What follows belongs to an exercise in optimizing a design on an open flow for small area, a short achievable clock period and few clock cycles per item; a production flow would make more cautious choices.
Function was checked by simulation only, so behaviour that the tests miss may differ from the original.
No activity file was given, so power comes from the tool's default toggle rates.

===== flow/design.v =====
module dither_core #(
    parameter ACC_CELLS = 24
) (
    input  wire        clk,
    input  wire        rst,           
    input  wire        start,
    input  wire [1:0]  mode,
    input  wire [3:0]  fmt,
    input  wire [15:0] org_x,
    input  wire [15:0] org_y,
    input  wire [15:0] tile_w,
    input  wire [15:0] tile_h,
    output wire        busy,
    input  wire        pix_valid,
    output wire        pix_ready,
    input  wire [7:0]  pix_b0,
    input  wire [7:0]  pix_b1,
    output reg         out_valid,
    input  wire        out_ready,
    output reg         out_dark
);
    function [15:0] wexp(input [5:0] c, input integer n, input integer k);
        integer v, mx;
        begin
            mx = (1 << n) - 1;
            wexp = 16'd0;
            for (v = 0; v < 64; v = v + 1)
                if (v <= mx && c == v)
                    wexp = k * ((v * 255 + mx / 2) / mx);
        end
    endfunction
    function [7:0] luma(input [3:0] f, input [7:0] b0, input [7:0] b1);
        reg [15:0] v, tr, tg, tb, s;
        begin
            v = {b1, b0};
            if (f == 4'd1) begin
                tr = wexp({3'd0, b0[7:5]}, 3, 77);
                tg = wexp({3'd0, b0[4:2]}, 3, 150);
                tb = wexp({4'd0, b0[1:0]}, 2, 29);
            end else begin
                tr = wexp({1'b0, v[15:11]}, 5, 77);
                tg = wexp(v[10:5], 6, 150);
                tb = wexp({1'b0, v[4:0]}, 5, 29);
            end
            s = tr + tg + tb;
            luma = (f == 4'd1 || f == 4'd2) ? s[15:8] : b0;
        end
    endfunction
    function [5:0] bayer(input [2:0] row, input [2:0] col);
        reg [2:0] d;
        begin
            d = row ^ col;
            bayer = {d[0], row[0], d[1], row[1], d[2], row[2]};
        end
    endfunction
    function [2:0] kcode(input st, input integer p);
        integer dy, dx;
        begin
            if (p < 2) begin
                dy = 0; dx = p + 1;
            end else if (p < 7) begin
                dy = 1; dx = p - 4;
            end else begin
                dy = 2; dx = p - 9;
            end
            kcode = 3'd0;
            if (st) begin
                if (dy == 0 && dx == 1) kcode = 3'd1;
                if (dy == 0 && dx == 2) kcode = 3'd2;
                if (dy == 1) kcode = (dx == 0) ? 3'd1 : (dx == 1 || dx == -1) ? 3'd2 : 3'd3;
                if (dy == 2) kcode = (dx == 0) ? 3'd2 : (dx == 1 || dx == -1) ? 3'd3 : 3'd4;
            end else begin
                if (dy == 0 && dx == 1)  kcode = 3'd5;
                if (dy == 1 && dx == -1) kcode = 3'd1;
                if (dy == 1 && dx == 0)  kcode = 3'd6;
                if (dy == 1 && dx == 1)  kcode = 3'd7;
            end
        end
    endfunction
    function slot_ok(input c1, input c2, input m1, input m2, input integer p);
        integer dx;
        begin
            dx = (p < 2) ? p + 1 : (p < 7) ? p - 4 : p - 9;
            slot_ok = (dx == -2) ? c2 : (dx == -1) ? c1 : (dx == 1) ? m1 : (dx == 2) ? m2 : 1'b1;
        end
    endfunction
    function [7:0] pick(input [2:0] code, input [7:0] a1, input [7:0] a2,
                        input [7:0] a3, input [7:0] a4, input [7:0] a5,
                        input [7:0] a6, input [7:0] a7);
        begin
            case (code)
                3'd1: pick = a1;
                3'd2: pick = a2;
                3'd3: pick = a3;
                3'd4: pick = a4;
                3'd5: pick = a5;
                3'd6: pick = a6;
                3'd7: pick = a7;
                default: pick = 8'd0;
            endcase
        end
    endfunction
    reg        busy_r;
    reg        prdy_r;
    reg        busy_o, prdy_o;   
    reg        in_v;             
    reg [7:0]  b0_r, b1_r;
    reg [1:0]  mode_r;
    reg [3:0]  fmt_r;
    reg [15:0] w_r;
    reg [15:0] colrem;           
    reg [15:0] rowrem;           
    reg [1:0]  cs;               
    reg [2:0]  xb, x0b, yb;
    reg        row0;             
    reg        done_p;           
    reg [1:0]  gap;              
    assign busy      = busy_o;
    assign pix_ready = prdy_o;
    wire take = pix_valid && prdy_r;
    wire [1:0] algo_c = (mode_r[1] && (w_r > (mode_r[0] ? 16'd20 : 16'd22))) ? 2'd0 : mode_r;
    wire       narrow = algo_c[1] && (w_r < 16'd5);
    wire [2:0] pad    = 3'd5 - w_r[2:0];       
    reg  [1:0] algo;
    reg        narrow_r, short;
    reg  [4:0] sel1;
    reg  [3:0] sel2;
    wire [4:0] dl = w_r[4:0] - 5'd5;
    wire       ed     = algo[1];
    wire       st     = algo[0];
    wire rowend = (colrem == 16'd1);
    reg        l_v;
    reg [7:0]  L_r;
    reg        dk_r;             
    reg        f_m1, f_m2, f_c1, f_c2, f_end, f_fresh;
    wire [7:0] L   = luma(fmt_r, b0_r, b1_r);
    wire [7:0] thr = {bayer(yb, xb), 2'b10};
    reg  signed [7:0] H0, H1, XW0, XW1, XW2;
    reg  signed [6:0] XW3, XW4;
    reg  signed [5:0] YW0, YW1, YW2;
    reg  signed [4:0] YW3;
    reg  signed [2:0] YW4;
    reg  [8*8-1:0]    D1a;             
    reg  [8*4-1:0]    D1b;
    reg  [8*2-1:0]    D1c, D1d;
    reg  [7:0]        D1e;
    reg  [6*8-1:0]    D2a;             
    reg  [6*4-1:0]    D2b;
    reg  [6*2-1:0]    D2c;
    reg  [5:0]        D2d;
    reg  [2:0]        dcnt;            
    wire dummy = (dcnt != 3'd0);
    wire step  = ed && (l_v || dummy);
    wire signed [9:0] s = $signed({2'b00, L_r}) + H0;
    wire [7:0] cor = s[9] ? 8'd0 : s[8] ? 8'd255 : s[7:0];
    wire ed_dark = !cor[7];
    wire signed [8:0] e = cor[7] ? $signed({1'b0, cor}) - 9'sd255 : $signed({1'b0, cor});
    wire signed [10:0] e3 = e * 3;
    wire signed [11:0] e5 = e * 5;
    wire signed [11:0] e7 = e * 7;
    wire signed [7:0] k1 = e3 >>> 4;
    wire signed [7:0] k2 = e3 >>> 5;
    wire signed [7:0] k3 = e3 >>> 6;
    wire signed [7:0] k4 = e >>> 5;
    wire signed [7:0] k5 = e7 >>> 4;
    wire signed [7:0] k6 = e5 >>> 4;
    wire signed [7:0] k7 = e >>> 4;
    wire dark = ed ? ed_dark : dk_r;
    wire [8*12-1:0] kc;
    genvar g;
    generate
        for (g = 0; g < 12; g = g + 1) begin : slot
            assign kc[8*g +: 8] = (l_v && slot_ok(f_c1, f_c2, f_m1, f_m2, g)) ?
                                  pick(kcode(st, g), k1, k2, k3, k4, k5, k6, k7) : 8'd0;
        end
    endgenerate
    wire [7:0] d1a = sel1[4] ? D1a[8*7 +: 8] : XW0;
    wire [7:0] d1b = sel1[3] ? D1b[8*3 +: 8] : d1a;
    wire [7:0] d1c = sel1[2] ? D1c[8*1 +: 8] : d1b;
    wire [7:0] d1d = sel1[1] ? D1d[8*1 +: 8] : d1c;
    wire [7:0] d1e = sel1[0] ? D1e : d1d;
    wire [5:0] d2a = sel2[3] ? D2a[6*7 +: 6] : YW0;
    wire [5:0] d2b = sel2[2] ? D2b[6*3 +: 6] : d2a;
    wire [5:0] d2c = sel2[1] ? D2c[6*1 +: 6] : d2b;
    wire [5:0] d2d = sel2[0] ? D2d : d2c;
    wire signed [7:0] d1t = f_fresh ? 8'sd0 : $signed(d1e);
    wire signed [5:0] d2t = (f_fresh || !st) ? 6'sd0 : $signed(d2d);
    wire signed [7:0] src1 = short ? XW0 : d1t;
    wire signed [6:0] src2 = short ? YW0 : d2t;
    reg  v0, d0;                      
    reg  v1, v2, v3, d1, d2, d3;      
    wire drain = v0 && out_ready;
    wire [2:0] cnt  = {2'b00, v0} + {2'b00, v1} + {2'b00, v2} + {2'b00, v3};
    wire X0 = rowend && (rowrem == 16'd1);
    wire X1 = (rowrem == 16'd1 && colrem == 16'd2) || (w_r == 16'd1 && rowrem == 16'd2);
    wire done_n = done_p || (in_v && X0);
    wire av0 = in_v ? !X0 : !done_p;
    wire av1 = in_v ? (!X0 && !X1) : (!done_p && !X0);
    wire te1 = in_v ? (colrem == 16'd2 || w_r == 16'd1) : rowend;
    wire [2:0] held = cnt + {2'b00, l_v} + {2'b00, in_v};
    wire [2:0] qn0  = cnt + {2'b00, l_v};     
    wire bz0 = !(done_n && !in_v && qn0 == 3'd0);
    wire bz1 = !(done_n && !in_v && qn0 == 3'd1);
    wire ok  = (gap == 2'd0);
    wire p00 = bz0 && av0 && ok && (held <= 3'd3);
    wire p01 = bz1 && av0 && ok && (held <= 3'd4);
    wire p10 = bz0 && av1 && ok && (held <= 3'd2) && !(narrow && te1);
    wire p11 = bz1 && av1 && ok && (held <= 3'd3) && !(narrow && te1);
    wire busy_n = drain ? bz1 : bz0;
    wire prdy_n = take ? (drain ? p11 : p10) : (drain ? p01 : p00);
    wire take_end = take && te1;
    wire q0v = drain ? v1 : v0;
    wire q0d = drain ? d1 : d0;
    wire q1v = drain ? v2 : v1;
    wire q1d = drain ? d2 : d1;
    wire q2v = drain ? v3 : v2;
    wire q2d = drain ? d3 : d2;
    wire q3v = drain ? 1'b0 : v3;
    always @(posedge clk) begin
        if (rst) begin
            busy_r    <= 1'b0;
            prdy_r    <= 1'b0;
            in_v      <= 1'b0;
            l_v       <= 1'b0;
            v0 <= 1'b0;
            v1        <= 1'b0;
            v2        <= 1'b0;
            v3        <= 1'b0;
        end else if (!busy_r) begin
            busy_r <= start;
            prdy_r <= start && (tile_w != 16'd0) && (tile_h != 16'd0);
            in_v   <= 1'b0;
            l_v    <= 1'b0;
        end else begin
            busy_r <= busy_n;
            prdy_r <= prdy_n;
            in_v   <= take;
            l_v    <= in_v;
            v0 <= q0v || (l_v && !q0v);
            v1        <= q1v || (l_v && q0v && !q1v);
            v2        <= q2v || (l_v && q1v && !q2v);
            v3        <= q3v || (l_v && q2v && !q3v);
        end
        busy_o    <= !rst && (busy_r ? busy_n : start);
        prdy_o    <= !rst && (busy_r ? prdy_n : start && (tile_w != 16'd0) && (tile_h != 16'd0));
        out_valid <= !rst && busy_r && (q0v || l_v);
        out_dark  <= rst ? 1'b0 : (l_v && !q0v) ? dark : q0d;
        b0_r <= pix_b0;
        b1_r <= pix_b1;
        algo     <= algo_c;
        narrow_r <= narrow;
        short    <= (w_r < 16'd6);             
        sel1     <= (dl >= 5'd16) ? {4'b1111, dl[0]} : {dl[3:1], 1'b0, dl[0]};
        sel2     <= dl[3:0];
        L_r     <= L;
        dk_r    <= (algo == 2'd0) ? !L[7] : (L < thr);
        f_m1    <= !rowend;              
        f_m2    <= (colrem > 16'd2);     
        f_c1    <= (cs != 2'd0);         
        f_c2    <= cs[1];                
        f_end   <= rowend;
        f_fresh <= row0 && (colrem > 16'd2);
        d0 <= (l_v && !q0v) ? dark : q0d;
        d1       <= (l_v && q0v && !q1v) ? dark : q1d;
        d2       <= (l_v && q1v && !q2v) ? dark : q2d;
        d3       <= (l_v && q2v && !q3v) ? dark : d3;
        if (!busy_r) begin
            mode_r <= mode;
            fmt_r  <= fmt;
            w_r    <= tile_w;
            colrem <= tile_w;
            rowrem <= tile_h;
            cs     <= 2'd0;
            xb     <= org_x[2:0];
            x0b    <= org_x[2:0];
            yb     <= org_y[2:0];
            row0   <= 1'b1;
            done_p <= (tile_w == 16'd0) || (tile_h == 16'd0);
            gap    <= 2'd0;
            dcnt   <= 3'd0;
            H0  <= 0; H1  <= 0;
            XW0 <= 0; XW1 <= 0; XW2 <= 0; XW3 <= 0; XW4 <= 0;
            YW0 <= 0; YW1 <= 0; YW2 <= 0; YW3 <= 0; YW4 <= 0;
        end else begin
            if (in_v) begin
                colrem <= rowend ? w_r : colrem - 16'd1;
                if (rowend)
                    rowrem <= rowrem - 16'd1;
                cs     <= rowend ? 2'd0 : (cs == 2'd3) ? 2'd3 : cs + 2'd1;
                xb     <= rowend ? x0b : xb + 3'd1;
                yb     <= yb + {2'b00, rowend};
                row0   <= row0 && !rowend;
                done_p <= done_n;
            end
            if (gap != 2'd0)
                gap <= gap - 2'd1;
            else if (narrow && take_end)
                gap <= pad[1:0] - 2'd1;
            if (l_v)
                dcnt <= (narrow_r && f_end) ? pad : 3'd0;
            else if (dummy)
                dcnt <= dcnt - 3'd1;
            if (step) begin
                H0  <= H1  + $signed(kc[0 +: 8]);
                H1  <= src1 + $signed(kc[8 +: 8]);
                XW0 <= XW1 + $signed(kc[16 +: 8]);
                XW1 <= XW2 + $signed(kc[24 +: 8]);
                XW2 <= XW3 + $signed(kc[32 +: 8]);
                XW3 <= XW4 + $signed(kc[40 +: 8]);
                XW4 <= src2 + $signed(kc[48 +: 8]);
                YW0 <= YW1 + $signed(kc[56 +: 8]);
                YW1 <= YW2 + $signed(kc[64 +: 8]);
                YW2 <= YW3 + $signed(kc[72 +: 8]);
                YW3 <= YW4 + $signed(kc[80 +: 8]);
                YW4 <= $signed(kc[88 +: 8]);
                D1a <= {D1a[8*7-1:0], XW0};
                D1b <= {D1b[8*3-1:0], d1a};
                D1c <= {D1c[7:0], d1b};
                D1d <= {D1d[7:0], d1c};
                D1e <= d1d;
                D2a <= {D2a[6*7-1:0], YW0};
                D2b <= {D2b[6*3-1:0], d2a};
                D2c <= {D2c[5:0], d2b};
                D2d <= d2c;
            end
        end
    end
endmodule

===== flow/flow/run.sh =====
#!/bin/bash
# Standard synthesis, then the standard layout with these changes: the
# port buffers are plain buffers rather than the default delay-cell buffers,
# repair_timing aims for a setup margin (flow/margin.txt) so the paths are
# sized for speed, and the clock tree is built with the options in
# flow/cts_args.txt (no dummy loads, smaller buffers).
set -euo pipefail
MARGIN=$(cat flow/margin.txt)
CTS=$(cat flow/cts_args.txt)
bash standard.sh synth > synth.log 2>&1
bash standard.sh "BUFFER_PORTS_ARGS=-buffer_cell sky130_fd_sc_hd__buf_2" \
    "SETUP_SLACK_MARGIN=$MARGIN" "CTS_ARGS=$CTS" finish > layout.log 2>&1

===== flow/flow/cts_args.txt =====
-sink_clustering_enable -repair_clock_nets -dont_use_dummy_load -buf_list {sky130_fd_sc_hd__clkbuf_8 sky130_fd_sc_hd__clkbuf_16} -sink_clustering_size 20 -sink_clustering_max_diameter 50

===== flow/flow/margin.txt =====
27.0

===== flow/standard.sh =====
#!/bin/bash
# synth_recipe.tcl (not shown) runs the flow's synth.tcl, then flattens the netlist and writes it again
# the make line also repeats each setting of config.mk as NAME=value (left out here)
make -C /OpenROAD-flow-scripts/flow DESIGN_CONFIG=/design/flow/config.mk WORK_HOME=/design/flow/orfs CLKGATE_MAP_FILE= SYNTH_SCRIPT=/design/flow/synth_recipe.tcl "${@:-finish}"

===== flow/config.mk =====
export PLATFORM = sky130hd
export DESIGN_NAME = dither_core
export DESIGN_NICKNAME = dither_core
export VERILOG_FILES = /design/flow/design.v
export SDC_FILE = /design/flow/constraint.sdc
export NUM_CORES = 4
export LEC_CHECK = 0
export CAP_MARGIN = 20
export CORE_MARGIN = 2
export CORE_UTILIZATION = 68
export SLEW_MARGIN = 20

===== flow/constraint.sdc =====
create_clock -name core_clock -period 35.0 [get_ports {clk}]
set_input_delay 7.0000 -clock core_clock [delete_from_list [all_inputs] [get_ports {clk}]]
set_output_delay 7.0000 -clock core_clock [all_outputs]
set_load 0.01 [all_outputs]

==> results.txt, run 1 <==
area delta synth->final: 7.185%
Std-Cell Rows: 71
Worst-path clk slew: 80 ps
post-synthesis net count: 2985
Worst Setup SP: out_valid
Synth Flop Type: edfxtp_1
Hold WC Path Type: reg2reg
Sink Count: 437
syn_area_per_cell: 9.692 sq um
CTS tree: yes
worst vdd ir: 41.16 uV
Critical Path RT: 28000 ps
Netlist cell types: 103
hpwl dp: 45810 um
die height: 200.1 um
Lkg Pwr: 10.69 nW
Inst Count DP: 3159
total core area: 37760 sq um
run status: finished clean
share of layout cells above drive strength 1: 10.67%
vias per inst: 6.573
DRC: 0
final period utilization: 22.83%
CP Buf/Inv Count: 1
commonest non-fill, non-tap cells in the layout: nand2_1, edfxtp_1, a21oi_1, nor2_1, ha_1
Seq/Total Area, Yosys: 44.69%
Starting Density: 69.23%
critical path's top delay family: flip-flops
global-route wire length before repair: 107500 um
clk_skew: 101.5 ps
Slew HR: 32.31%
Crit path largest cell delay: 320 ps
power density over cell area: 48.89 nW/um^2
chip width: 200.1 um
ant diodes: 0
WL final: 68330 um
Post-Syn Instances: 2697
GRT Util Overall: 34.22%
Peak Freq: 0.1252 GHz
First-pass DRT Iterations: 6
H-Tree Level Count: 2
Post-synth EDFFs: 293
Worst setup EP type: primary output
Yosys warning count: 1
CTS Buf Count: 41
RSZ-0062 raised after global routing: true
Worst Tran Pin Value: 1015 ps
CP Class: reg2out
critical path launch point type: flop
nets: 2990
Cell Area, Synth: 26140 sq um
Hold Buf Count CTS: 0
Final Wtd Congestion: 0.9335
critical path arrival: 990 ps
initial drt markers: 2251
Port Buffer Count: 68
post-route ant nets: 0
commonest non-fill, non-tap cell in the layout: nand2_1
endpoints failing setup: 0
largest net degree at the start of global routing: 138
Critical Path Fanout Max: 1
critical path's slowest cell: dfxtp_1
max_cap viols: 0
critical path, cell by cell: buf_2
Die ar.: 40020 sq um
Async SR Flop Fraction: 0%
fin cells: 3211
Via Count: 21.11k
CTS root buf: clkbuf_16
number of antenna violations at the first check in global routing: 1
Final min period: 7989 ps
vias in the first global route: 20.18k
clock latency on the worst-skew pair: 600 ps
Wirelength per Cell: 21.28 um
final hold vios: 0
launch point of the worst reg-to-reg path: H0[0]
number of synthesized register bits: 437
total grt overflow: 0
Ports: 95
min-delay src: D1b[10]
Clock Path Buffers: 3
Max Transition Viols Final: 0
Setup TNS: 0 ps
==> final cells by class <==
cell class                      count  area, sq um
Multi-Input combinational cell   1977        13470
Sequential cell                   437        11690
Fill cell                        2621         9738
Clock buffer                       41         1026
Timing Repair Buffer              109        678.2
Tap cell                          511        639.4
Inverter                          136        519.2
==> cells in the mapped netlist (6+ instances only) <==
| cell | number | area (sq um) |
|---|---|---|
| o22ai_1 | 14 | 87.58 |
| a211o_1 | 7 | 61.31 |
| nand4_1 | 10 | 62.56 |
| and2_1 | 14 | 87.58 |
| xnor2_1 | 94 | 823.3 |
| clkbuf_1 | 123 | 461.7 |
| and3_1 | 25 | 156.4 |
| a21o_1 | 42 | 315.3 |
| or3_1 | 11 | 68.82 |
| nor3_1 | 60 | 300.3 |
| a21oi_1 | 262 | 1311 |
| or2_2 | 16 | 100.1 |
| o221ai_1 | 8 | 70.07 |
| nand2_1 | 302 | 1134 |
| inv_1 | 133 | 499.2 |
| a22oi_1 | 11 | 82.58 |
| nor4_1 | 23 | 143.9 |
| o31ai_1 | 17 | 127.6 |
| buf_1 | 15 | 56.30 |
| a2111oi_0 | 8 | 70.07 |
| nand2b_1 | 26 | 162.7 |
| mux2_2 | 67 | 754.5 |
| edfxtp_1 | 293 | 8798 |
| nand3_1 | 42 | 210.2 |
| a21boi_0 | 8 | 60.06 |
| o21ai_0 | 157 | 785.8 |
| dfxtp_1 | 144 | 2883 |
| mux2i_1 | 19 | 190.2 |
| ha_1 | 163 | 2039 |
| o21a_1 | 15 | 112.6 |
| buf_2 | 6 | 30.03 |
| o21bai_1 | 14 | 105.1 |
| o211ai_1 | 19 | 142.6 |
| fa_1 | 34 | 680.7 |
| a31oi_1 | 41 | 256.5 |
| a221oi_1 | 7 | 61.31 |
| nor2b_1 | 36 | 225.2 |
| a211oi_1 | 44 | 330.3 |
| nor2_1 | 205 | 769.5 |
| xor2_1 | 43 | 376.6 |
==> through the flow <==
| step | total power [mW] | instance area, sq um | util [%] | setup slack, ps | hold slack [ps] |
|---|---|---|---|---|---|
| after CTS | 1.357 | 27850 | 73.77 | 26990 | 388.4 |
| after detailed placement | 0.9722 | 26800 | 70.98 | 26690 | 375.5 |
| final | 1.370 | 28020 | 74.21 | 27010 | 386.1 |
| after floorplan | 0.8717 | 26160 | - | 27010 | 353.9 |
| after global placement | 0.9603 | 26800 | 70.98 | 26710 | 365.9 |
| after global routing | 1.432 | 28020 | 74.21 | 26980 | 389.5 |
==> flip-flops by register name, indices dropped and copies added, names as in the netlist, 8 cells and up <==
name,cells
D1e,8
H1,8
D1d,16
XW0,8
w_r,16
L_r,8
XW1,8
D1b,32
D1a,64
b0_r,8
XW2,8
b1_r,8
D2b,24
D2a,48
colrem,16
rowrem,16
D1c,16
H0,8
D2c,12
==> where the power goes <==
group / switching (mW) / total, mW / internal, mW
Combinational: 0.239 / 0.402 / 0.163
Clock: 0.178 / 0.383 / 0.205
Sequential: 0.0184 / 0.585 / 0.566
Total: 0.435 / 1.37 / 0.935
==> path summary, 6_finish.rpt <==
path	end	slack (ps)	cells after the start
setup / recovery	out_valid	27010	1
hold / removal	D1b[18]	390	0
setup reg to reg	XW2[7]	27400	34
hold reg to reg	D1b[18]	390	0
==> kinds of logic after synthesis <==
kind of cell / synth area share (%)
multiplexers: 3.700
buffers and inverters: 4.179
flip-flops: 44.69
AND/OR/NAND/NOR: 14.50
XOR/XNOR: 4.653
adder cells (fa/ha/maj): 10.44
AO/OA/AOI/OAI: 17.83
==> per-layer routing <==
layer / up-vias / GRT usage, % / share of wire [%]
met3: 187 / 5.981 / 8.9
met4: 2 / 12.76 / 3.4
met5: - / 0 / 0.015
li1: 9739 / - / -
met2: 1102 / 54.01 / 46
met1: 10076 / 47.53 / 42
==> repair_timing <==
item                       CTS  global route
gates resized for setup      5            14
pin swaps                    0             6
setup buffers                0            11
setup endpoints to repair    4            11
Testbench counts, summed over its fixed seeds: cycles 29,690, pixels 27,820.
==> run 2, diff against run 1 <==
--- a/flow/config.mk
+++ b/flow/config.mk
@@ -7,5 +7,5 @@
 export LEC_CHECK = 0
 export CAP_MARGIN = 20
 export CORE_MARGIN = 2
-export CORE_UTILIZATION = 68
+export CORE_UTILIZATION = 60
 export SLEW_MARGIN = 20
==> run 2 against run 1 <==
Non-clock buffer count shrank 7. Critical path depth is the same. Wire length shrank 4.7%. First-iteration DRC count shrank 12%. Cell count grew 2.1%. Power shrank 0.51%. Clock skew grew 2.8 ps. Combinational power is essentially flat. Critical path type unchanged. Largest cell class unchanged. Register-to-register slack gained 70 ps. Fmax grew 0.11%. Die area grew 13%.
==> results.txt, run 2 <==
Port Buffer Count: 68
largest net degree at the start of global routing: 164
number of antenna violations at the first check in global routing: 0
Crit path largest cell delay: 320 ps
Clock Path Buffers: 3
Post-Syn Instances: 2697
vias per inst: 6.192
RSZ-0062 raised after global routing: true
final period utilization: 22.80%
Post-synth EDFFs: 293
Die ar.: 45250 sq um
Critical Path RT: 28000 ps
Worst setup EP type: primary output
hold depth: 0
share of layout cells above drive strength 1: 10.43%
Cell Area, Synth: 26140 sq um
Critical Path Fanout Max: 1
most frequent cells after synthesis: nand2_1, edfxtp_1, a21oi_1
hpwl dp: 45210 um
Wirelength per Cell: 19.87 um
Worst Tran Pin Value: 1085 ps
Slew HR: 25.82%
top cell type's share of synthesized area: 33.66%
final core utilization: 65.17%
Regs by FF count: D1a x64, D2a x48, D1b x32
commonest non-fill, non-tap cell in the layout: nand2_1
chip width: 212.7 um
commonest non-fill, non-tap cells in the layout: nand2_1, edfxtp_1, a21oi_1, nor2_1, ha_1
Std-Cell Rows: 76
CTS tree: yes
initial drt markers: 1991
Setup TNS: 0 ps
max reg flops: 64
power density over cell area: 48.54 nW/um^2
Netlist cell types: 103
Max Transition Viols Final: 0
most frequent cell after synthesis: nand2_1
DRC: 0
nets: 2983
number of synthesized register bits: 437
GRT Util Overall: 28.82%
Seq/Total Area, Yosys: 44.69%
Synth area leaders: edfxtp_1, dfxtp_1, ha_1
min-delay src: cs[1]
area leader, netlist: edfxtp_1
CP Buf/Inv Count: 1
launch point of the worst reg-to-reg path: H0[0]
total grt overflow: 0
Worst Hold End: f_c2
Via Count: 20.30k
post-synthesis net count: 2985
H-Tree Level Count: 2
total core area: 43080 sq um
clk_skew: 104.3 ps
area delta synth->final: 7.395%
die height: 212.7 um
CTS root buf: clkbuf_16
syn_area_per_cell: 9.692 sq um
Yosys warning count: 1
First-pass DRT Iterations: 7
clock latency on the worst-skew pair: 600 ps
Top reg by flops: D1a
Reg2Reg Setup Slack: 27470 ps
endpoints failing setup: 0
Lkg Pwr: 10.67 nW
CP Class: reg2out
final hold vios: 0
ant diodes: 0
FF-to-FF path depth: 33
max_cap viols: 0
worst vdd ir: 36.87 uV
Sink Count: 437
critical path's slowest cell: dfxtp_2
reg-to-reg endpoint: XW2[7]
critical path launch point type: flop
critical path's top delay family: flip-flops
CTS Buf Count: 41
Starting Density: 60.68%
WL final: 65150 um
post-route ant nets: 0
global-route wire length before repair: 103100 um
critical path, cell by cell: buf_6
Final min period: 7981 ps
Final Wtd Congestion: 0.9353
Peak Freq: 0.1253 GHz
Hold WC Path Type: reg2reg
Async SR Flop Fraction: 0%
Worst-path clk slew: 70 ps
run status: finished clean
Synth Flop Type: edfxtp_1
critical path arrival: 980 ps
Ports: 95
vias in the first global route: 19.41k
==> run 2: kinds of logic after synthesis <==
family	Yosys count	share of synthesized area, %
muxes	87	3.700
adders and majority gates	198	10.44
and+or+nand+nor	809	14.50
AOI/OAI and AO/OA	745	17.83
xor gates and xnor gates	138	4.653
buffers and inverters	283	4.179
DFF	437	44.69
==> run 2: final cells by class <==
class | instances | area [sq um]
Tap cell | 585 | 732.0
Clock buffer | 41 | 1026
Inverter | 136 | 520.5
Timing Repair Buffer | 102 | 601.8
Sequential cell | 437 | 11690
Fill cell | 3500 | 15000
Multi-Input combinational cell | 1977 | 13510
==> run 2: stage by stage <==
step	instances	hold slack [ps]	total power [mW]	cell area (sq um)	worst slack, ps
3_3_place_gp	3234	364.8	0.9576	26900	26650
3_5_place_dp	3234	377.6	0.9686	26900	26610
6_report	3278	385.6	1.363	28070	27020
4_1_cts	3275	386.0	1.352	27960	27000
5_1_grt	3278	412.2	1.433	28070	26940
2_1_floorplan	2697	353.9	0.8717	26160	27010
==> run 2: where the power goes <==
part / switching, mW / internal [mW]
logic: 0.237 / 0.164
clock network: 0.173 / 0.205
registers: 0.0174 / 0.566
total: 0.427 / 0.935
==> run 2: timing repair <==
item,CTS,global route
endpoints found under the hold margin,0,0
hold buffers,0,0
pin swaps,0,3
gates resized for setup,5,15
setup endpoints to repair,5,8
setup buffers,0,3
==> run 2: how the worst max path moves through the flow <==
stage	endpoint	start	slack [ps]	cells past startpoint
3_3_place_gp	done_p	tile_w[4]	26650	5
2_1_floorplan	d2	out_ready	27010	5
4_1_cts	out_valid	out_valid	27000	1
6_report	busy	busy_o	27020	1
5_1_grt	H0[7]	H0[7]	26940	29
3_5_place_dp	H0[7]	H0[0]	26610	29
==> run 2: routing by layer <==
layer / routed length (um) / global-route usage, % / up-vias
li1: - / - / 9730
met1: 29100 / 40.81 / 9699
met2: 29170 / 45.18 / 741
met3: 5139 / 5.177 / 126
met4: 1740 / 8.850 / 0
met5: 0 / 0 / -
==> run 3, diff against run 2 <==
==> flow/flow/cts_args.txt (replaced) <==
-sink_clustering_enable -repair_clock_nets -dont_use_dummy_load -buf_list {sky130_fd_sc_hd__clkbuf_16} -sink_clustering_size 30 -sink_clustering_max_diameter 80
--- a/flow/config.mk
+++ b/flow/config.mk
@@ -7,5 +7,5 @@
 export LEC_CHECK = 0
 export CAP_MARGIN = 20
 export CORE_MARGIN = 2
-export CORE_UTILIZATION = 60
+export CORE_UTILIZATION = 68
 export SLEW_MARGIN = 20
==> run 3 against run 2 <==
Fmax decreased by 0.60%. First-iteration DRC count increased by 7.6%. Setup slack got worse by 49 ps. Clock skew decreased by 18 ps. Synthesized cell count unchanged. Area after synthesis unchanged. Clock-buffer cell count decreased by 17. Power decreased by 7.1%. Critical endpoint is now out_valid.
==> results.txt, run 3 <==
initial drt markers: 2143
Cell Area, Synth: 26140 sq um
Clock Path Buffers: 3
post-route ant nets: 0
Synth area leaders: edfxtp_1, dfxtp_1, ha_1
Worst Tran Pin Value: 1088 ps
CTS Buf Count: 24
RSZ-0062 raised after global routing: true
max reg flops: 64
Worst setup EP type: primary output
largest net degree at the start of global routing: 138
vias per inst: 6.513
Hold WC Path Type: reg2reg
total core area: 37760 sq um
Worst-path clk slew: 110 ps
Starting Density: 69.23%
critical path arrival: 1030 ps
Port Buffer Count: 68
WL final: 66790 um
Sink Count: 437
critical path, cell by cell: buf_2
commonest non-fill, non-tap cells in the layout: nand2_1, edfxtp_1, a21oi_1, nor2_1, ha_1
vias in the first global route: 19.77k
Post-synth EDFFs: 293
final hold vios: 0
CP Buf/Inv Count: 1
number of synthesized register bits: 437
Via Count: 20.81k
First-pass DRT Iterations: 6
Wirelength per Cell: 20.90 um
top cell type's share of synthesized area: 33.66%
Regs by FF count: D1a x64, D2a x48, D1b x32
commonest non-fill, non-tap cell in the layout: nand2_1
most frequent cells after synthesis: nand2_1, edfxtp_1, a21oi_1
syn_area_per_cell: 9.692 sq um
global-route wire length before repair: 105300 um
Slew HR: 27.44%
GRT Util Overall: 33.38%
Synth Flop Type: edfxtp_1
area leader, netlist: edfxtp_1
chip width: 200.1 um
clk_skew: 85.78 ps
die height: 200.1 um
max_cap viols: 0
H-Tree Level Count: 1
run status: finished clean
Top reg by flops: D1a
Std-Cell Rows: 71
Final min period: 8029 ps
CTS tree: yes
Crit path largest cell delay: 330 ps
DRC: 0
total grt overflow: 0
Post-Syn Instances: 2697
worst vdd ir: 43.29 uV
Lkg Pwr: 10.48 nW
hpwl dp: 45810 um
critical path's slowest cell: dfxtp_1
Async SR Flop Fraction: 0%
Yosys warning count: 1
CP Class: reg2out
post-synthesis net count: 2985
Critical Path RT: 28000 ps
power density over cell area: 45.90 nW/um^2
CTS root buf: clkbuf_16
Peak Freq: 0.1245 GHz
final period utilization: 22.94%
number of antenna violations at the first check in global routing: 0
area delta synth->final: 5.462%
Netlist cell types: 103
share of layout cells above drive strength 1: 10.06%
Die ar.: 40020 sq um
endpoints failing setup: 0
Seq/Total Area, Yosys: 44.69%
fin cells: 3195
ant diodes: 0
nets: 2974
Setup TNS: 0 ps
Max Transition Viols Final: 0
Critical Path Fanout Max: 1
Ports: 95
critical path's top delay family: flip-flops
Inst Count DP: 3159
critical path launch point type: flop
clock latency on the worst-skew pair: 600 ps
Final Wtd Congestion: 0.9335
most frequent cell after synthesis: nand2_1
run 3: cell counts after synthesis:
No cell type changed its count.
run 3: per-stage QoR:
stage                     worst slack [ps]  area, sq um  hold slack (ps)  total power [mW]  utilization [%]
after global routing                 26950        27570            364.3             1.326            73.01
after detailed placement             26690        26800            375.5            0.9722            70.98
after floorplan                      27010        26160            353.9            0.8717                -
after CTS                            26960        27420            367.1             1.250            72.62
final                                26970        27570            362.5             1.265            73.01
after global placement               26710        26800            365.9            0.9603            70.98
run 3: layout make-up:
| class | count | area, sq um |
|---|---|---|
| Multi-Input combinational cell | 1977 | 13460 |
| Sequential cell | 437 | 11690 |
| Fill cell | 2713 | 10190 |
| Timing Repair Buffer | 110 | 663.1 |
| Tap cell | 511 | 639.4 |
| Clock buffer | 24 | 600.6 |
| Inverter | 136 | 519.2 |
run 3: cells by family after synthesis:
group	Yosys count	share of synthesized area, %
AO/OA/AOI/OAI	745	17.83
XOR/XNOR	138	4.653
adder cells (fa/ha/maj)	198	10.44
buffers and inverters	283	4.179
flip-flops	437	44.69
multiplexers	87	3.700
AND/OR/NAND/NOR	809	14.50
run 3: what timing repair did:
item	CTS	global route
resized for setup	4	12
setup buffers	0	12
hold buffers	0	0
endpoints found under the setup margin	6	10
pin swaps	0	6
run 3: path summary, 6_finish.rpt:
kind	startpoint	endpoint	slack (ps)	depth (start not counted)
hold / removal	D1d[3]	D1d[11]	360	0
hold reg to reg	D1d[3]	D1d[11]	360	0
setup / recovery	out_valid	out_valid	26970	1
setup reg to reg	H0[3]	XW2[7]	27450	29
run 3: power by group:
part / internal [mW] / total [mW] / switching, mW
sequential: 0.566 / 0.584 / 0.0180
combinational: 0.162 / 0.402 / 0.240
clock: 0.122 / 0.280 / 0.158
total: 0.850 / 1.27 / 0.416
run 3: routing by layer:
metal	GRT usage (%)	share of wire, %
met1	46.93	42
met2	53.10	46
met3	5.124	8.6
met4	11.30	3.2
met5	0	0
==> run 4, diff against run 3 <==
--- a/flow/config.mk
+++ b/flow/config.mk
@@ -7,5 +7,5 @@
 export LEC_CHECK = 0
 export CAP_MARGIN = 20
 export CORE_MARGIN = 2
-export CORE_UTILIZATION = 68
+export CORE_UTILIZATION = 60
 export SLEW_MARGIN = 20
==> run 4 against run 3 <==
Still clean. Setup slack gained 31 ps. Flip-flop and latch count is the same. Die area increased by 13%. Combinational power hardly changed. Fmax up 0.39%. Critical path depth is the same. Clock skew grew 6.8 ps. Area after synthesis is the same. Wire length fell by 3.3%. Utilization is 8.6 points lower. Critical path type unchanged.
==> results.txt, run 4 <==
run status: finished clean
combinational power share: 31.1%
CP Buf/Inv Count: 1
number of antenna violations at the first check in global routing: 0
Die ar.: 45250 sq um
Multi-input gate area: 13510 sq um
area delta synth->final: 6.180%
critical path, cell by cell: buf_6
commonest non-fill, non-tap cells in the layout: nand2_1, edfxtp_1, a21oi_1, nor2_1, ha_1
total core area: 43080 sq um
total grt overflow: 0
Synth Flop Type: edfxtp_1
Worst Setup SP: busy_o
Clk pwr share: 23.5%
post-route ant nets: 0
initial drt markers: 2156
Sw Ratio: 32.22%
Critical Path Fanout Max: 1
Top reg by flops: D1a
Ports: 95
Starting Density: 60.68%
Critical Path RT: 28000 ps
CTS tree: yes
chip width: 212.7 um
metal2 WL: 28910 um
largest net degree at the start of global routing: 164
max_cap viols: 0
most frequent cell after synthesis: nand2_1
Inst Count DP: 3234
syn_area_per_cell: 9.692 sq um
nets: 2971
Final Wtd Congestion: 0.9353
Final Cell Area: 27750 sq um
most frequent cells after synthesis: nand2_1, edfxtp_1, a21oi_1
Sink Count: 437
share of layout cells above drive strength 1: 10.03%
Peak Freq: 0.1250 GHz
Setup TNS: 0 ps
Clock Path Buffers: 3
Crit path largest cell delay: 320 ps
DRC: 0
First-pass DRT Iterations: 6
global-route wire length before repair: 101900 um
RSZ-0062 raised after global routing: true
Post-synth EDFFs: 293
Final min period: 7998 ps
Slew HR: 26.83%
power density over cell area: 46.28 nW/um^2
CTS root buf: clkbuf_16
top cell type's share of synthesized area: 33.66%
Worst Tran Pin Value: 1098 ps
Worst setup EP type: primary output
Async SR Flop Fraction: 0%
H-Tree Level Count: 1
Post-Syn Instances: 2697
WL met1: 29020 um
placed cell area: 26900 sq um
Max Transition Viols Final: 0
clk_skew: 92.60 ps
critical path launch point type: flop
Top Metal Used: met4
Yosys warning count: 1
worst vdd ir: 42.56 uV
Via Count: 20.27k
Cell Area, Synth: 26140 sq um
final core utilization: 64.43%
P_int: 0.8706 mW
max reg flops: 64
critical path depth: 1
number of synthesized register bits: 437
Power, Total: 1.284 mW
fin cells: 3266
final period utilization: 22.85%
Switch Pwr: 0.4138 mW
post-synthesis net count: 2985
Worst Setup EP: busy
critical path's slowest cell: dfxtp_2
Sequential Power Share: 45.4%
Hold Buf Count CTS: 0
clock latency on the worst-skew pair: 620 ps
final hold vios: 0
vias per inst: 6.205
commonest non-fill, non-tap cell in the layout: nand2_1
die height: 212.7 um
Netlist cell types: 103
GRT Util Overall: 28.33%
Lkg Pwr: 10.51 nW
Synth area leaders: edfxtp_1, dfxtp_1, ha_1
Worst-path clk slew: 100 ps
WL final: 64580 um
CTS Buf Count: 28
Wirelength per Cell: 19.77 um
CP Class: reg2out
Fill cells: 3538
met3 WL: 4891 um
Hold WC Path Type: reg2reg
Reg2Reg Setup Slack: 27480 ps
Std-Cell Rows: 76
area leader, netlist: edfxtp_1
vias in the first global route: 19.08k
Reg area: 11690 sq um
Seq/Total Area, Yosys: 44.69%
reg-to-reg endpoint: XW2[7]
ant diodes: 0
Regs by FF count: D1a x64, D2a x48, D1b x32
hpwl dp: 45210 um
FF-to-FF path depth: 33
critical path arrival: 1000 ps
launch point of the worst reg-to-reg path: H0[0]
Port Buffer Count: 68
endpoints failing setup: 0
critical path's top delay family: flip-flops
## run 4: worst min-delay path by stage
stage	from	end	slack [ps]	cells after the start
detailed placement	cs[1]	f_c2	380	0
global placement	cs[1]	f_c2	360	0
finish	D1a[16]	D1a[24]	380	0
global route	D1a[11]	D1a[19]	390	0
CTS	D1a[16]	D1a[24]	390	0
floorplan	cs[1]	f_c2	350	0
## run 4: power by group through the flow
stage / Sequential (mW) / Clock (mW) / Combinational (mW)
after floorplan: 0.585 / 0 / 0.286
after detailed placement: 0.595 / 0 / 0.374
after global routing: 0.585 / 0.326 / 0.442
after global placement: 0.594 / 0 / 0.364
final: 0.583 / 0.301 / 0.400
after CTS: 0.583 / 0.310 / 0.381
## run 4: cells by family after synthesis
| group | after synthesis | synth area share (%) |
|---|---|---|
| simple gates | 809 | 14.50 |
| compound gates | 745 | 17.83 |
| flops | 437 | 44.69 |
| buf+inv | 283 | 4.179 |
| fa+ha+maj | 198 | 10.44 |
| xor+xnor | 138 | 4.653 |
| mux | 87 | 3.700 |
## run 4: what timing repair did
| item | CTS | global route |
|---|---|---|
| endpoints found under the setup margin | 6 | 8 |
| resized for setup | 5 | 15 |
| pin swaps | 0 | 4 |
| cloned | 0 | 0 |
| setup buffers | 0 | 4 |
## run 4: final cells by class
class / instances / share of cell area (%)
clock buffer: 28 / 2.525
multi-input combinational: 1977 / 48.67
tap: 585 / 2.637
sequential: 437 / 42.10
inverter: 136 / 1.875
timing repair buffer: 103 / 2.195
## run 4: metal layers
layer  up-vias  GRT usage [%]
li1       9715              -
met1      9686          40.94
met2       743          44.47
met3       123          4.457
met4         0          7.524
met5         -              0
## run 4: metrics by stage
stage / setup slack [ps] / hold WS, ps
after floorplan: 27010 / 353.9
after global placement: 26650 / 364.8
after detailed placement: 26610 / 377.6
after CTS: 26980 / 386.8
after global routing: 26940 / 386.5
final: 27000 / 379.1
==> run 5, diff against run 4 <==
==> flow/flow/cts_args.txt (replaced) <==
-sink_clustering_enable -repair_clock_nets -dont_use_dummy_load -buf_list {sky130_fd_sc_hd__clkbuf_16} -sink_clustering_size 50 -sink_clustering_max_diameter 70
==> run 5 against run 4 <==
Still clean on timing, DRC and antenna. Via count about the same. Clock-buffer cell count up 2. Synthesized cell count unchanged. Area after synthesis unchanged. Power up 0.88%. Setup slack better by 5.4 ps. Fmax about the same. Die area unchanged. Register-to-register slack worse by 100 ps. First-iteration DRC count down 6.8%. Utilization up 0.21 points. Flip-flop and latch count unchanged.
==> results.txt, run 5 <==
number of antenna violations at the first check in global routing: 0
number of synthesized register bits: 437
hpwl dp: 45210 um
PnR worst setup slack: 27010 ps
placed cell area: 26900 sq um
chip width: 212.7 um
post-route ant nets: 0
Die ar.: 45250 sq um
max reg flops: 64
share of layout cells above drive strength 1: 10.23%
Via Count: 20.28k
Lkg Pwr: 10.56 nW
top cell type's share of synthesized area: 33.66%
RSZ-0062 raised after global routing: true
Regs by FF count: D1a x64, D2a x48, D1b x32
Cell Area, Synth: 26140 sq um
Yosys warning count: 1
critical path launch point type: flop
critical path's slowest cell: dfxtp_2
vias per inst: 6.197
total core area: 43080 sq um
critical path arrival: 990 ps
area leader, netlist: edfxtp_1
vias in the first global route: 19.19k
post-synthesis net count: 2985
nets: 2977
syn_area_per_cell: 9.692 sq um
worst vdd ir: 41.73 uV
max_cap viols: 0
Post-synth EDFFs: 293
Ports: 95
Critical Path RT: 28000 ps
run status: finished clean
Final Wtd Congestion: 0.9353
Max Transition Viols Final: 0
ant diodes: 0
First-pass DRT Iterations: 6
Crit path largest cell delay: 320 ps
DRC: 0
area delta synth->final: 6.534%
Critical Path Fanout Max: 1
Wirelength per Cell: 19.83 um
Starting Density: 60.68%
Synth Flop Type: edfxtp_1
Worst setup EP type: primary output
Async SR Flop Fraction: 0%
Top reg by flops: D1a
CP Class: reg2out
Std-Cell Rows: 76
Worst-path clk slew: 110 ps
Inst Count DP: 3234
Slew HR: 26.19%
commonest non-fill, non-tap cells in the layout: nand2_1, edfxtp_1, a21oi_1, nor2_1, ha_1
Power, Total: 1.296 mW
largest net degree at the start of global routing: 164
CTS Buf Count: 30
endpoints failing setup: 0
final hold vios: 0
commonest non-fill, non-tap cell in the layout: nand2_1
WL final: 64890 um
most frequent cells after synthesis: nand2_1, edfxtp_1, a21oi_1
Final min period: 7993 ps
CTS root buf: clkbuf_16
Synth area leaders: edfxtp_1, dfxtp_1, ha_1
Worst Tran Pin Value: 1079 ps
Seq/Total Area, Yosys: 44.69%
fin cells: 3272
Post-Place Worst Slack: 26610 ps
critical path's top delay family: flip-flops
initial drt markers: 2009
Netlist cell types: 103
clk_skew: 123.9 ps
Post-Syn Instances: 2697
Peak Freq: 0.1251 GHz
H-Tree Level Count: 1
Port Buffer Count: 68
CP Buf/Inv Count: 1
Hold WC Path Type: reg2reg
most frequent cell after synthesis: nand2_1
Final Cell Area: 27850 sq um
Clock Path Buffers: 3
final period utilization: 22.84%
power density over cell area: 46.53 nW/um^2
Sink Count: 437
GRT Util Overall: 28.50%
total grt overflow: 0
Setup TNS: 0 ps
critical path, cell by cell: buf_6
clock latency on the worst-skew pair: 650 ps
global-route wire length before repair: 102500 um
CTS tree: yes
die height: 212.7 um
## run 5: cell counts after synthesis
Identical to the previous run, type by type.
## run 5: what timing repair did
| action | in CTS | in global routing |
|---|---|---|
| hold buffers | 0 | 0 |
| endpoints found under the setup margin | 7 | 8 |
| pin swaps | 1 | 4 |
| setup buffers | 3 | 4 |
| gates resized for setup | 5 | 14 |
## run 5: final timing paths
kind | startpoint | end | slack (ps) | depth (start not counted)
worst max-delay path | busy_o | busy | 27010 | 1
worst min-delay path | D1b[18] | D1b[26] | 340 | 0
worst max register to register | L_r[0] | XW2[7] | 27380 | 33
worst min register to register | D1b[18] | D1b[26] | 340 | 0
## run 5: cells by family after synthesis
family | count (synthesis) | share of synthesized area [%]
XOR/XNOR | 138 | 4.653
multiplexers | 87 | 3.700
AND/OR/NAND/NOR | 809 | 14.50
flip-flops | 437 | 44.69
adder cells (fa/ha/maj) | 198 | 10.44
AO/OA/AOI/OAI | 745 | 17.83
buffers and inverters | 283 | 4.179
## run 5: final cells by class
type	count	area [sq um]
sequential	437	11690
multi-input combinational	1977	13500
inverter	136	520.5
fill	3526	15230
timing repair buffer	107	659.4
tap	585	732.0
clock buffer	30	750.7
## run 5: per-stage QoR
step / hold slack [ps] / utilization (%)
final: 339.4 / 64.65
after global routing: 357.3 / 64.65
after CTS: 341.0 / 64.31
after detailed placement: 377.6 / 62.45
after global placement: 364.8 / 62.45
after floorplan: 353.9 / -
## run 5: report_power, final
group / internal, mW / switching, mW / leakage, nW / total, mW
Combinational: 0.165 / 0.237 / 6.44 / 0.402
Sequential: 0.566 / 0.0173 / 3.75 / 0.583
Clock: 0.150 / 0.161 / 0.370 / 0.311
## run 5: metal layers
metal | global-route usage [%] | up-vias | routed length [um]
met1 | 40.91 | 9675 | 29140
met2 | 45.05 | 745 | 29240
met4 | 7.837 | 0 | 1852
met5 | 0 | - | 0
li1 | - | 9717 | -
met3 | 4.324 | 138 | 4653

port drivers added, routing unchanged:
In the flow no input, the clock included, has a driving cell. The finished layouts below were timed again as built, in two steps.
Step 1 sets driving cells, clkbuf_16 on the clock port and buf_2 on the other inputs (assumed; they add their load-dependent delay and slew).
Step 2 times the ports against the registers' clock, not the clock port: input delays grow and output delays shrink by t, the midpoint of the rising clock arrivals with the driver on.
a / b / c = ideal ports / drivers / drivers and shift; a / b = the first two.
| run | shift t [ns] | slack for setup (ns) | worst register clock-pin slew, ns | worst data-port slew with drivers (ns) | pins driven straight from the clock port |
|---|---|---|---|---|---|
| run 1 | 0.607 | 27.011 / 26.955 / 26.642 | 0.09 / 0.09 | 0.05 | 1 |
| run 2 | 0.603 | 27.019 / 26.961 / 26.647 | 0.08 / 0.08 | 0.06 | 1 |
| run 3 | 0.617 | 26.971 / 26.911 / 26.657 | 0.11 / 0.11 | 0.05 | 1 |
| run 4 | 0.633 | 27.002 / 26.942 / 26.613 | 0.11 / 0.11 | 0.06 | 1 |
| run 5 | 0.646 | 27.007 / 26.946 / 26.611 | 0.12 / 0.12 | 0.06 | 1 |
After both steps every run listed still meets setup and hold. The setup slack of run 5, which loses most, moves by -0.061 ns with the drivers and by -0.396 ns with both steps.
